From an optimization exercise on the open Yosys and OpenROAD flow, aimed at small area, a short achievable clock period and few clock cycles; shortcuts taken in it are not production practice. At most, simulation tests tie the RTL to the original design; equivalence was not proved. Function not checked in runs 2 and 3: the RTL went through the layout flow alone.

### design/flow/run.sh
#!/bin/bash
# synth_recipe.tcl (not shown) runs the flow's synth.tcl, then flattens the netlist and writes it again
# the make line also repeats each setting of config.mk as NAME=value (left out here)
make -C /OpenROAD-flow-scripts/flow DESIGN_CONFIG=/design/flow/config.mk WORK_HOME=/design/flow/orfs CLKGATE_MAP_FILE= SYNTH_SCRIPT=/design/flow/synth_recipe.tcl finish
### design/flow/config.mk
export PLATFORM = sky130hd
export DESIGN_NAME = udps_binstat
export DESIGN_NICKNAME = udps_binstat
export VERILOG_FILES = /design/flow/design.v
export SDC_FILE = /design/flow/constraint.sdc
export NUM_CORES = 4
export LEC_CHECK = 0
export CAP_MARGIN = 20
export CORE_MARGIN = 2
export CORE_UTILIZATION = 40
export PLACE_DENSITY = 0.6
export SLEW_MARGIN = 20
### design/flow/constraint.sdc
create_clock -name core_clock -period 8.0 [get_ports {clk}]
set_input_delay 1.6000 -clock core_clock [delete_from_list [all_inputs] [get_ports {clk}]]
set_output_delay 1.6000 -clock core_clock [all_outputs]
set_load 0.01 [all_outputs]
### design/flow/design.v
module udps_binstat (
    input  wire        clk,
    input  wire        rst,
    input  wire        s_valid,
    output wire        s_ready,
    input  wire [15:0] s_data,
    input  wire        s_last,
    output wire        r_valid,
    input  wire        r_ready,
    output reg  [63:0] r_min,
    output reg  [63:0] r_max,
    output reg  [63:0] r_mean
);
    localparam [2:0] S_ACC   = 3'd0;
    localparam [2:0] S_NORM  = 3'd1;
    localparam [2:0] S_DIV   = 3'd2;
    localparam [2:0] S_ROUND = 3'd3;
    localparam [2:0] S_OUT   = 3'd4;
    reg [2:0]  state;
    reg [15:0] mn, mx;
    reg [31:0] sum;
    reg [16:0] cnt;
    reg [31:0] divisor;       
    reg [32:0] rem;
    reg [55:0] quo;
    reg [5:0]  iter;
    reg signed [7:0] exp_diff;    
    assign s_ready = (state == S_ACC);
    assign r_valid = (state == S_OUT);
    wire s_fire = s_valid && s_ready;
    function [4:0] msb32(input [31:0] v);
        integer i;
        begin
            msb32 = 5'd0;
            for (i = 0; i < 32; i = i + 1)
                if (v[i]) msb32 = i[4:0];
        end
    endfunction
    function [63:0] f64_of_u16(input [15:0] v);
        reg [4:0]  e;
        reg [51:0] m;
        begin
            if (v == 16'd0) begin
                f64_of_u16 = 64'd0;
            end else begin
                e = msb32({16'd0, v});
                m = {36'd0, v} << (6'd52 - {1'b0, e});
                f64_of_u16 = {1'b0, 11'd1023 + {6'd0, e}, m};
            end
        end
    endfunction
    wire [4:0] ls = msb32(sum);
    wire [4:0] lc = msb32({15'd0, cnt});
    wire        q_top   = quo[55];
    wire [52:0] q_sig   = q_top ? quo[55:3] : quo[54:2];
    wire        q_guard = q_top ? quo[2] : quo[1];
    wire        q_stick = (q_top ? (quo[1] | quo[0]) : quo[0]) | (rem != 33'd0);
    wire        q_up    = q_guard && (q_stick || q_sig[0]);
    wire [53:0] q_rnd   = {1'b0, q_sig} + {53'd0, q_up};
    wire signed [9:0] q_exp = {{2{exp_diff[7]}}, exp_diff} - (q_top ? 10'sd0 : 10'sd1)
                              + (q_rnd[53] ? 10'sd1 : 10'sd0);
    wire [51:0] q_frac  = q_rnd[53] ? q_rnd[52:1] : q_rnd[51:0];
    wire [10:0] q_bexp  = {q_exp[9], q_exp} + 11'd1023;
    always @(posedge clk) begin
        if (rst) begin
            state    <= S_ACC;
            mn       <= 16'd0;
            mx       <= 16'd0;
            sum      <= 32'd0;
            cnt      <= 17'd0;
            divisor  <= 32'd0;
            rem      <= 33'd0;
            quo      <= 56'd0;
            iter     <= 6'd0;
            exp_diff <= 8'sd0;
            r_min    <= 64'd0;
            r_max    <= 64'd0;
            r_mean   <= 64'd0;
        end else begin
            case (state)
            S_ACC: begin
                if (s_fire) begin
                    if (cnt == 17'd0 || s_data < mn) mn <= s_data;
                    if (cnt == 17'd0 || s_data > mx) mx <= s_data;
                    sum <= sum + {16'd0, s_data};
                    cnt <= cnt + 17'd1;
                    if (s_last) state <= S_NORM;
                end
            end
            S_NORM: begin
                r_min <= f64_of_u16(mn);
                r_max <= f64_of_u16(mx);
                if (sum == 32'd0) begin
                    r_mean <= 64'd0;
                    state  <= S_OUT;
                end else begin
                    rem      <= {1'b0, sum << (5'd31 - ls)};
                    divisor  <= {15'd0, cnt} << (5'd31 - lc);
                    exp_diff <= $signed({3'd0, ls}) - $signed({3'd0, lc});
                    quo      <= 56'd0;
                    iter     <= 6'd0;
                    state    <= S_DIV;
                end
            end
            S_DIV: begin
                if (rem >= {1'b0, divisor}) begin
                    quo <= {quo[54:0], 1'b1};
                    rem <= (rem - {1'b0, divisor}) << 1;
                end else begin
                    quo <= {quo[54:0], 1'b0};
                    rem <= rem << 1;
                end
                iter <= iter + 6'd1;
                if (iter == 6'd55) state <= S_ROUND;
            end
            S_ROUND: begin
                r_mean <= {1'b0, q_bexp, q_frac};
                state  <= S_OUT;
            end
            S_OUT: begin
                if (r_ready) begin
                    sum   <= 32'd0;
                    cnt   <= 17'd0;
                    state <= S_ACC;
                end
            end
            default: state <= S_ACC;
            endcase
        end
    end
endmodule
==> results of run 1 <==
-- through the flow --
step                worst slack, ps  util, %
global route                   1680     45.4
global placement               2300     42.9
CTS                            2150     45.3
floorplan                      1880        -
finish                         2120     45.4
detailed placement             2160     42.9
-- area by class of cell --
type,count,share of cell area (%)
Multi-Input combinational cell,2390,57.9
Sequential cell,336,25.2
Timing Repair Buffer,174,6.41
Clock buffer,51,4.33
Tap cell,773,3.63
Inverter,119,1.67
Clock inverter,23,0.873
-- routing by layer --
layer / GRT usage, % / part of all wire, % / routed length, um
met4: 7.06 / 2.7 / 1980
met5: 0 / 0 / 0
met2: 36.7 / 45 / 33300
met3: 2.58 / 5.7 / 4150
met1: 33.0 / 46 / 33800
-- cell families after synthesis --
| logic type | Yosys count | synth area share [%] |
|---|---|---|
| AOI/OAI and AO/OA | 858 | 23.6 |
| xor gates and xnor gates | 96 | 3.55 |
| adders and majority gates | 105 | 5.67 |
| buffers and inverters | 401 | 7.85 |
| DFF | 336 | 28.4 |
| muxes | 206 | 9.57 |
| other | 1 | 0.0158 |
| and+or+nand+nor | 1058 | 21.4 |
-- worst min path at each step --
stage,startpoint,end
after floorplan,divisor[10]$_SDFFE_PP0P_,divisor[10]$_SDFFE_PP0P_
after global placement,r_min[46]$_SDFFE_PP0N_,r_min[46]$_SDFFE_PP0N_
after detailed placement,r_min[38]$_SDFFE_PP0N_,r_min[38]$_SDFFE_PP0N_
after CTS,divisor[2]$_SDFFE_PP0P_,divisor[2]$_SDFFE_PP0P_
after global routing,divisor[14]$_SDFFE_PP0P_,divisor[14]$_SDFFE_PP0P_
final,divisor[2]$_SDFFE_PP0P_,divisor[2]$_SDFFE_PP0P_
-- registers in the layout (all words and copies together), names as in the netlist --
register  flops
r_min        28
iter          6
mn           16
mx           16
state         3
exp_diff      6
divisor      32
rem          33
cnt          17
r_mean       63
r_max        28
quo          56
sum          32
-- worst max-delay path: stages, from the launching register on --
cell and delay, ps:
dfxtp_4 840, mux2_2 320, nor3_1 60, a31oi_1 150, ha_1 210, nand2_1 70, a2111o_1 430, nor4b_2 580
and4_1 310, nand3_1 180, ha_1 330, inv_1 40, ha_1 190, fa_1 400, a21oi_1 160, nor2_1 50
nor2_1 160, xnor2_1 120, or3_1 430, or3_1 350, o211a_1 150, a21oi_1 110, nor2_1 50
-- cells in the final DEF (no fill, tap or decap), drive strengths merged, types with 19 or more instances in the layout --
master,Yosys,final
a211oi,37,37
a21oi,293,293
inv,118,119
ha,101,101
dfxtp,336,336
nand2,270,270
nand4,27,27
a221oi,30,30
nand3,123,123
clkbuf,162,52
mux2,24,24
o21ai,137,137
a31oi,39,39
conb,1,67
xor2,43,43
nor4,33,33
clkdlybuf4s50,0,146
mux2i,168,168
o211ai,19,19
nand2b,30,30
o21a,19,19
buf,120,27
nor2b,45,45
nor3,76,76
a22oi,70,70
or3,26,26
xnor2,53,53
and2,34,34
a21o,33,33
and3,20,20
nor2,324,324
==> results.cfg, run 1 <==
[run_status]
status = timing/DRC/antenna clean

[worst_setup_path]
r2r-start = quo[55]$_SDFFE_PP0P_
crit_required_ps = 8430
cp-endpoint = r_mean[62]$_SDFFE_PP0P_
arrival_ps = 6310
start_kind = flip-flop
rr_worst_depth = 22
cp-end-kind = flip-flop
r2r_end = r_mean[62]$_SDFFE_PP0P_
worst-r2r-setup-slack_ps = 2120
worstSetupPathType = reg -> reg
cp_max_fo = 70
crit_path_start = quo[55]$_SDFFE_PP0P_

[run]
drv_cap = 0

[floorplanning]
die_x_um = 247
pin_count = 215
rows = 89
die-area_sq_um = 61200
core-area_sq_um = 58800
die_h_um = 247
start_util_pct = 40.3

[cells_and_area]
n_fill_cell = 5873
syn2layout_area_growth_pct = 12.6
multi_input_area_sq_um = 15400
nets = 3187
num_antenna_cells = 0
drive_gt1_share_pct = 6.11
final_cells = 3866
seqCellArea_sq_um = 6730
design_area_sq_um = 26700

[global_route]
grt-ovfl-total = 0
antenna_found_initial = 1
grt_max_degree = 185
grt_use_total_pct = 23.2
grt_pass1_wl_mm = 117
grt_pass1_vias = 21155

[detailed_routing]
vias = 22927
ant_nets = 0
firstDrtPassIters = 8
drtIter0Drc = 1887
routedWlPerCell_um = 18.9
vias_per_cell = 5.93
drc_errors = 0
wl_mm = 73.2

[placement]
place_hpwl_mm = 52.3
routabilityCongestion = 0.901
portBuffers = 147
dp.cells = 3791
place_area_sq_um = 25200

[synth]
synth_largest_area_cell = dfxtp_1
synth_commonest_cells = dfxtp_1, nor2_1, a21oi_1, nand2_1, mux2i_1
ys_seq_area_share_pct = 28.4
yosysWarnings = 1
synth_cell_types = 98
synth-seq-cells = 336
ys.flop_type = dfxtp_1
synth.avg_cell_area_sq_um = 7.74
synth_area_leaders = dfxtp_1, mux2i_1, a21oi_1
synth_enable_flop_cells = 0
synth_top_cell_area_share_pct = 28.4
async_reset_ff_share_pct = 0
synth_cells = 3061
synth_most_common_cell = dfxtp_1
netlist_area_sq_um = 23700

[clocking]
cts.sinks = 336
clk_latency_ps = 570
cts_resized = 0
clockBufferDepth = 3
cts_root_buf = clkbuf_16
cts.reportedPaths.clkPinSlew_ps = 60
cts_tree = yes
cts_made_buffers = 40
cts_hold_buf = 0
cts_setup_buffers = 0
htreeDepth = 2

[timing]
fin_skew_ps = 22.9
timing.final.crit_share_pct = 73.6
period_minus_slack_ps = 5880
max-slew-margin-rel_pct = 26.6
slew_viol_final = 0
setup_viol = 0
fmax_mhz = 170
fin_setup_tns_ps = 0
hold_viol = 0
holdWs_ps = 454
worst_pin_slew_ps = 1090
rsz0062_at_grt = no

[hold_path]
min_path_type = reg -> reg
worstHoldPathCells = 2

[pwr]
Testbench counts, summed over its fixed seeds: cycles 117,604.
==> run 2: changes to the inputs <==
==> design/flow/design.v (replaced) <==
module udps_binstat (
    input  wire        clk,
    input  wire        rst,
    input  wire        s_valid,
    output wire        s_ready,
    input  wire [15:0] s_data,
    input  wire        s_last,
    output wire        r_valid,
    input  wire        r_ready,
    output reg  [63:0] r_min,
    output reg  [63:0] r_max,
    output wire [63:0] r_mean
);
    parameter K = 4;                      
    localparam N  = (53 + K - 1) / K;     
    localparam L  = N * K;                
    localparam EX = L - 53;               
    reg        acc_has;                   
    reg        acc_full;                  
    reg [15:0] mn, mx;
    reg [31:0] sum;
    reg [16:0] cnt;
    reg        busy;
    reg        rv;
    reg [16:0] rem;
    reg [L-1:0] y;                        
    reg [15:1] dv;                        
    reg [3:0]  it;
    reg [10:0] mexp;
    wire div_free = ~busy & (~rv | r_ready);
    wire load     = acc_full & div_free;
    assign s_ready = ~acc_full | div_free;
    assign r_valid = rv;
    wire s_fire = s_valid & s_ready;
    wire first  = ~acc_has;
    function [4:0] msb32(input [31:0] v);
        integer i;
        begin
            msb32 = 5'd0;
            for (i = 0; i < 32; i = i + 1)
                if (v[i]) msb32 = i[4:0];
        end
    endfunction
    function [63:0] f64_of_u16(input [15:0] v);
        reg [4:0]  e;
        reg [15:0] m;
        begin
            if (v == 16'd0) begin
                f64_of_u16 = 64'd0;
            end else begin
                e = msb32({16'd0, v});
                m = v << (5'd15 - e);
                f64_of_u16 = {1'b0, 11'd1023 + {7'd0, e[3:0]}, m[14:0], 37'd0};
            end
        end
    endfunction
    wire [4:0]  ls   = msb32(sum);
    wire [4:0]  lc   = msb32({15'd0, cnt});
    wire [31:0] sn   = sum << (~ls);                    
    wire [16:0] cn   = cnt << (5'd16 - lc);             
    wire        qtop = (sn[31:15] >= cn);               
    wire        zero = ~sn[31];
    wire        fast = zero | (cn[15:0] == 16'd0);      
    wire [6:0]  e7   = {2'b00, ls} - {2'b00, lc} - 7'd1 + {6'd0, qtop};
    wire [10:0] bexp = 11'd1023 + {{4{e7[6]}}, e7};
    wire [L+52:0] yq1 = {{L{1'b0}}, sn[15:0], 21'd0, cn[16:1]} << EX;
    wire [L+52:0] yq0 = {{L{1'b0}}, sn[14:0], 22'd0, cn[16:1]} << EX;
    reg [16:0]  r_n;
    reg [L-1:0] y_n;
    reg [17:0]  t;
    integer j;
    always @(*) begin
        r_n = rem;
        y_n = y;
        for (j = 0; j < K; j = j + 1) begin
            t = {r_n, y_n[L-1]} - {1'b0, 1'b1, dv, 1'b0};
            if (!t[17]) begin
                r_n = t[16:0];
                y_n = {y_n[L-2:0], 1'b1};
            end else begin
                r_n = {r_n[15:0], y_n[L-1]};
                y_n = {y_n[L-2:0], 1'b0};
            end
        end
    end
    wire tie;
    generate
        if (EX > 0) begin : g_ex
            assign tie = (rem == 17'd0) & (y[EX-1:0] == {EX{1'b0}});
        end else begin : g_noex
            assign tie = (rem == 17'd0);
        end
    endgenerate
    assign r_mean = {1'b0, mexp, y[L-2:L-52], y[L-53] & ~tie};
    always @(posedge clk) begin
        if (rst) begin
            acc_has  <= 1'b0;
            acc_full <= 1'b0;
            busy     <= 1'b0;
            rv       <= 1'b0;
        end else begin
            if (s_fire) begin
                acc_has  <= ~s_last;
                acc_full <= s_last;
            end else if (load) begin
                acc_full <= 1'b0;
            end
            if (load) begin
                busy <= ~fast;
                rv   <= fast;
            end else if (busy) begin
                if (it == 4'd0) begin
                    busy <= 1'b0;
                    rv   <= 1'b1;
                end
            end else if (r_ready) begin
                rv <= 1'b0;
            end
        end
    end
    always @(posedge clk) begin
        if (s_fire) begin
            if (first || s_data < mn) mn <= s_data;
            if (first || s_data > mx) mx <= s_data;
            sum <= (first ? 32'd0 : sum) + {16'd0, s_data};
            cnt <= first ? 17'd1 : cnt + 17'd1;
        end
        if (load) begin
            r_min <= f64_of_u16(mn);
            r_max <= f64_of_u16(mx);
            mexp  <= zero ? 11'd0 : bexp;
            dv    <= cn[15:1];
            it    <= N - 1;
            if (fast) begin
                rem <= 17'd0;
                y   <= {sn, {(L-32){1'b0}}};
            end else if (qtop) begin
                rem <= {1'b0, sn[31:16]};
                y   <= yq1[L-1:0];
            end else begin
                rem <= sn[31:15];
                y   <= yq0[L-1:0];
            end
        end else if (busy) begin
            rem <= r_n;
            y   <= y_n;
            it  <= it - 4'd1;
        end
    end
endmodule
==> run 2 against run 1 <==
The layout now fails its checks (negative setup slack). Routed wire length is 8.8% lower. Die area is 11% lower. Cell area decreased by 3.8%. Fmax decreased by 45%. Non-clock buffer count increased by 258. Register-to-register slack worse by 4800 ps. Synthesized area fell by 11%. Cell count down 14%. Sequential cell count down 102. Via count down 20%. Clock-buffer cell count down 17. Critical path type unchanged.
==> results.cfg, run 2 <==
[global_route]
grt_use_total_pct = 24.1
grt-ovfl-total = 0
antenna_found_initial = 0
grt_max_degree = 74
grt_pass1_vias = 17839
grt_pass1_wl_mm = 103

[clocking]
cts.sinks = 234
cts_tree = yes
cts_made_buffers = 27
clockBufferDepth = 3
htreeDepth = 1
cts_root_buf = clkbuf_16
clk_latency_ps = 580
cts.reportedPaths.clkPinSlew_ps = 60

[run_status]
status = complete, but fails checks
violations = negative setup slack

[synth]
synth-seq-cells = 234
yosysWarnings = 1
synth_enable_flop_cells = 226
synth_cell_types = 96
synth_area_leaders = edfxtp_1, ha_1, mux2i_1
ys_seq_area_share_pct = 33.0
synth_largest_area_cell = edfxtp_1
synthMuxAreaShare_pct = 10.2
synth-simple-area-share_pct = 16.2
synth_cells = 2345
synth_xor_area_share_pct = 3.87
synth_compound_area_share_pct = 18.0
synth_top_family_by_area = compound AO/OA/AOI/OAI gates
async_reset_ff_share_pct = 0
synth_fa_ha_area_share_pct = 8.83
synth.avg_cell_area_sq_um = 8.98
synth_most_common_cell = edfxtp_1
synth_top_cell_area_share_pct = 32.2
netlist_area_sq_um = 21100
ys.flop_type = edfxtp_1
synth_commonest_cells = edfxtp_1, nor2_1, nand2_1, a21oi_1

[detailed_routing]
ant_nets = 0
drc_errors = 0
firstDrtPassIters = 6
drtIter0Drc = 1066
wl_mm = 66.7
vias = 18352
routedWlPerCell_um = 20.0
vias_per_cell = 5.49

[floorplanning]
rows = 84
die_h_um = 233
start_util_pct = 40.2
pin_count = 215
die_x_um = 233
die-area_sq_um = 54500
core-area_sq_um = 52300

[worst_setup_path]
crit_required_ps = 8310
start_kind = flip-flop
worstSetupPathType = reg -> reg
crit_slowest_cell = edfxtp_1
timing.critical_path.mode_cell = buf_4
cp-end-kind = flip-flop
crit_buf_inv = 25
cpLargestDelayFamily = compound AO/OA/AOI/OAI gates
critPathMaxStageDelay_ps = 410
cp_max_fo = 6
worst-r2r-setup-slack_ps = -2670
arrival_ps = 10990

[cells_and_area]
final_common_cell = buf_4
top_register = y
drive_gt1_share_pct = 19.0
layout_common_cells = buf_4, edfxtp_1, nor2_1
num_antenna_cells = 0
utilization_pct = 49.0
nets = 2798
final_cells = 3341
largest_reg_flops = 56
syn2layout_area_growth_pct = 21.8
top_regs = y x56, sum x32
design_area_sq_um = 25600
n_fill_cell = 4908

[timing]
setup_viol = 17
period_minus_slack_ps = 10670
fin_skew_ps = 24.4
slew_viol_final = 0
max-slew-margin-rel_pct = 24.6
worst_pin_slew_ps = 1110
holdWs_ps = 488
fmax_mhz = 93.7
fin_ws_ps = -2670
timing.final.crit_share_pct = 133
hold_viol = 0
rsz0062_at_grt = yes

[placement]
place_area_sq_um = 24100
routabilityCongestion = 0.947
place_hpwl_mm = 51.8
portBuffers = 137
dp.cells = 3243

[run]
drv_cap = 0

[hold_path]
min_path_type = reg -> reg
-- run 2: changes by cell type in the layout (fill, tap and decap cells not counted), sizes merged, moves of 66 or more --
cell | previous run | this run
dfxtp | 336 | 8
nor2 | 324 | 216
a21oi | 293 | 145
nand2 | 270 | 192
buf | 27 | 295
edfxtp | 0 | 226
nand3 | 123 | 48
a22oi | 70 | 4
-- run 2: cells by family (layout without fill, tap and decap cells) --
logic type	after synthesis	in the layout
DFF	234	234
adders and majority gates	145	145
xor gates and xnor gates	90	90
and+or+nand+nor	715	715
other	1	77
muxes	199	199
AOI/OAI and AO/OA	560	560
buffers and inverters	401	633
-- run 2: worst paths after layout --
check,startpoint,end,cells past startpoint
setup / recovery,rem[0]$_DFFE_PP_,rem[11]$_DFFE_PP_,57
hold / removal,it[1]$_SDFFE_PP0P_,it[1]$_SDFFE_PP0P_,2
setup reg to reg,rem[0]$_DFFE_PP_,rem[11]$_DFFE_PP_,57
hold reg to reg,it[1]$_SDFFE_PP0P_,it[1]$_SDFFE_PP0P_,2
-- run 2: final cells by class --
cell class / count / area [sq um] / area share [%]
clock buffers: 34 / 773 / 3.01
clock inverters: 16 / 164 / 0.639
inverters: 151 / 569 / 2.22
multi-input cells: 1786 / 12700 / 49.5
flip-flops and latches: 234 / 6950 / 27.1
well taps: 688 / 861 / 3.36
repair buffers: 432 / 3630 / 14.2
-- run 2: per-layer routing --
metal  GRT usage, %  wire [um]
met1           32.4      29900
met2           40.1      31500
met3           2.20       2640
met4           9.20       2650
met5              0          0
-- run 2: worst min-delay path: cells and delay by family (launching register included) --
family | cells | cell delay [ps]
and+or+nand+nor | 1 | 60
DFF | 1 | 320
muxes | 1 | 60
-- run 2: stage by stage --
stage	setup WS [ps]	setup TNS (ps)
floorplan	-2770	-45090
global placement	-3030	-49840
detailed placement	-3280	-54340
CTS	-2550	-41820
global route	-3040	-50480
finish	-2670	-43720
-- run 2: timing repair --
item,CTS,global route
hold buffers,0,0
pin swaps,29,6
resized for setup,35,20
endpoints found under the setup margin,18,18
buffers inserted,45,5
endpoints found under the hold margin,0,0
==> run 3: changes to the inputs <==
--- a/design/flow/design.v
+++ b/design/flow/design.v
@@ -11,7 +11,7 @@
     output reg  [63:0] r_max,
     output wire [63:0] r_mean
 );
-    parameter K = 4;                      
+    parameter K = 3;                      
     localparam N  = (53 + K - 1) / K;     
     localparam L  = N * K;                
     localparam EX = L - 53;               
==> run 3 against run 2 <==
Now clean on timing, DRC and antenna. Routed wire length fell by 7.4%. Worst hold slack better by 8.0 ps. Register-to-register slack improved by 2900 ps. Sequential share of layout area increased by 2.3 points. Synthesized area fell by 2.7%. Die area decreased by 2.7%. Via count is 3.0% lower. Worst setup slack improved by 2900 ps.
==> results.cfg, run 3 <==
[run_status]
status = timing/DRC/antenna clean

[floorplanning]
die_x_um = 230
core-area_sq_um = 50400
pin_count = 215
die_h_um = 230
start_util_pct = 40.6
rows = 82
die-area_sq_um = 53000

[synth]
yosysWarnings = 1
synth_top_cell_area_share_pct = 32.9
synth_commonest_cells = edfxtp_1, nor2_1, nand2_1, a21oi_1, buf_4
synth_largest_area_cell = edfxtp_1
ys_seq_area_share_pct = 33.6
synth_enable_flop_cells = 224
synth_cells = 2309
async_reset_ff_share_pct = 0
synth_cell_types = 98
synth-seq-cells = 232
netlist_area_sq_um = 20500
ys.flop_type = edfxtp_1
synth.avg_cell_area_sq_um = 8.87
synth_area_leaders = edfxtp_1, ha_1, buf_4
synth_most_common_cell = edfxtp_1

[worst_setup_path]
worst-r2r-setup-slack_ps = 250
crit_buf_inv = 3
r2r-start = rem[0]$_DFFE_PP_
arrival_ps = 8170
critPathMaxStageDelay_ps = 420
crit_slowest_cell = edfxtp_1
r2r_end = rem[2]$_DFFE_PP_
cpLargestDelayFamily = compound AO/OA/AOI/OAI gates
timing.critical_path.mode_cell = o211ai_1
rr_worst_depth = 34
crit_required_ps = 8420
path_depth = 34
cp-end-kind = flip-flop
start_kind = flip-flop
cp_max_fo = 7
worstSetupPathType = reg -> reg

[timing]
fmax_mhz = 129
fin_ws_ps = 251
max-slew-margin-rel_pct = 31.3
rsz0062_at_grt = yes
fin_skew_ps = 14.5
holdWs_ps = 496
timing.final.crit_share_pct = 96.9
setup_viol = 0
fin_setup_tns_ps = 0
slew_viol_final = 0
worst_pin_slew_ps = 1030
hold_viol = 0
period_minus_slack_ps = 7750

[detailed_routing]
vias_per_cell = 5.76
ant_nets = 0
drtIter0Drc = 1421
drc_errors = 0
firstDrtPassIters = 6
vias = 17804
wl_mm = 61.8
routedWlPerCell_um = 20.0

[cells_and_area]
largest_reg_flops = 54
top_register = y
num_antenna_cells = 0
final_cells = 3093
nets = 2552
top_regs = y x54, sum x32
final_common_cell = edfxtp_1
utilization_pct = 46.5
layout_common_cells = edfxtp_1, nor2_1, nand2_1
syn2layout_area_growth_pct = 14.5
drive_gt1_share_pct = 10.9
design_area_sq_um = 23400

[hold_path]
min_path_type = reg -> reg
worstHoldPathCells = 2
hold-path-endpoint = it[1]$_SDFFE_PP0P_
min_from = it[1]$_SDFFE_PP0P_

[global_route]
antenna_found_initial = 0
grt_pass1_vias = 17149
grt_max_degree = 72
grt-ovfl-total = 0
grt_use_total_pct = 22.4
grt_pass1_wl_mm = 95.9

[run]
drv_cap = 0

[clocking]
htreeDepth = 1
cts_made_buffers = 27
clk_latency_ps = 590
cts_tree = yes
cts.reportedPaths.clkPinSlew_ps = 60
cts_root_buf = clkbuf_16
cts_hold_buf = 0
cts.sinks = 232
clockBufferDepth = 3

[placement]
dp.cells = 3029
place_hpwl_mm = 46.7
routabilityCongestion = 0.944
place_ws_ps = -244
place_area_sq_um = 22200
portBuffers = 137
==> run 3: layer usage <==
layer	track usage [%]	part of all wire (%)	vias up
li1	-	-	8510
met1	29.3	43	8583
met2	38.2	48	596
met3	3.14	5.8	115
met4	6.65	3.0	0
met5	0	0	-
==> run 3: worst max path at each step <==
stage                      from                to  slack (ps)
2_1_floorplan  rem[0]$_DFFE_PP_  rem[5]$_DFFE_PP_           7
3_3_place_gp   rem[0]$_DFFE_PP_  rem[2]$_DFFE_PP_         -70
3_5_place_dp   rem[0]$_DFFE_PP_  rem[2]$_DFFE_PP_        -240
4_1_cts        rem[0]$_DFFE_PP_  rem[2]$_DFFE_PP_         -20
5_1_grt        rem[0]$_DFFE_PP_  rem[2]$_DFFE_PP_         -90
6_report       rem[0]$_DFFE_PP_  rem[2]$_DFFE_PP_         250
==> run 3: area by class of cell <==
class	count	area, sq um
clock inverter	18	205
fill	4850	26900
clock buffer	30	687
tap	672	841
inverter	137	518
timing repair buffer	239	2180
sequential	232	6890
multi-input combinational	1765	12100
==> run 3: kinds of logic after synthesis <==
group | Yosys count | synth area share [%]
simple gates | 713 | 16.9
compound gates | 625 | 20.6
buf+inv | 388 | 9.83
flops | 232 | 33.6
mux | 140 | 7.44
fa+ha+maj | 130 | 8.12
xor+xnor | 80 | 3.46
other cells | 1 | 0.0183
==> run 3: worst reg2reg max path: cells and delay by family, from the launching register on <==
kind,cells,cell delay (ps)
fa+ha+maj,4,1090
mux,2,720
buf+inv,3,320
compound gates,18,3950
xor+xnor,2,670
simple gates,5,440
flops,1,420
==> run 3: repair_timing <==
| action | CTS | global route |
|---|---|---|
| pin swaps | 0 | 24 |
| setup endpoints to repair | 16 | 17 |
| cloned | 0 | 1 |
| gates resized for setup | 2 | 41 |
| setup buffers | 0 | 15 |

==> afterwards: timing with drivers on the ports <==
In the flow no input, the clock included, has a driving cell. The finished layouts below were timed again as built, in two steps. Step 1: set_driving_cell puts a clkbuf_16 on clk and a buf_2 on each other input, an assumption about the parent block. Step 2 moves the port delays by t, midway between the first and last clock arrival at a register: inputs arrive t later, outputs are due t later. That takes back most of the time a late clock gives input paths. a / b / c = ideal / step 1 / step 2; a / b = the first two.
run	t (ns)	setup slack, ns	latest minus earliest clock arrival (ns)	slew at the worst register clock pin (ns)
run 1	0.616	2.115 / 2.115 / 2.115	0.023 / 0.024	0.07 / 0.07
run 2	0.620	-2.673 / -2.673 / -2.673	0.025 / 0.024	0.07 / 0.07
run 3	0.639	0.251 / 0.251 / 0.251	0.014 / 0.014	0.07 / 0.07
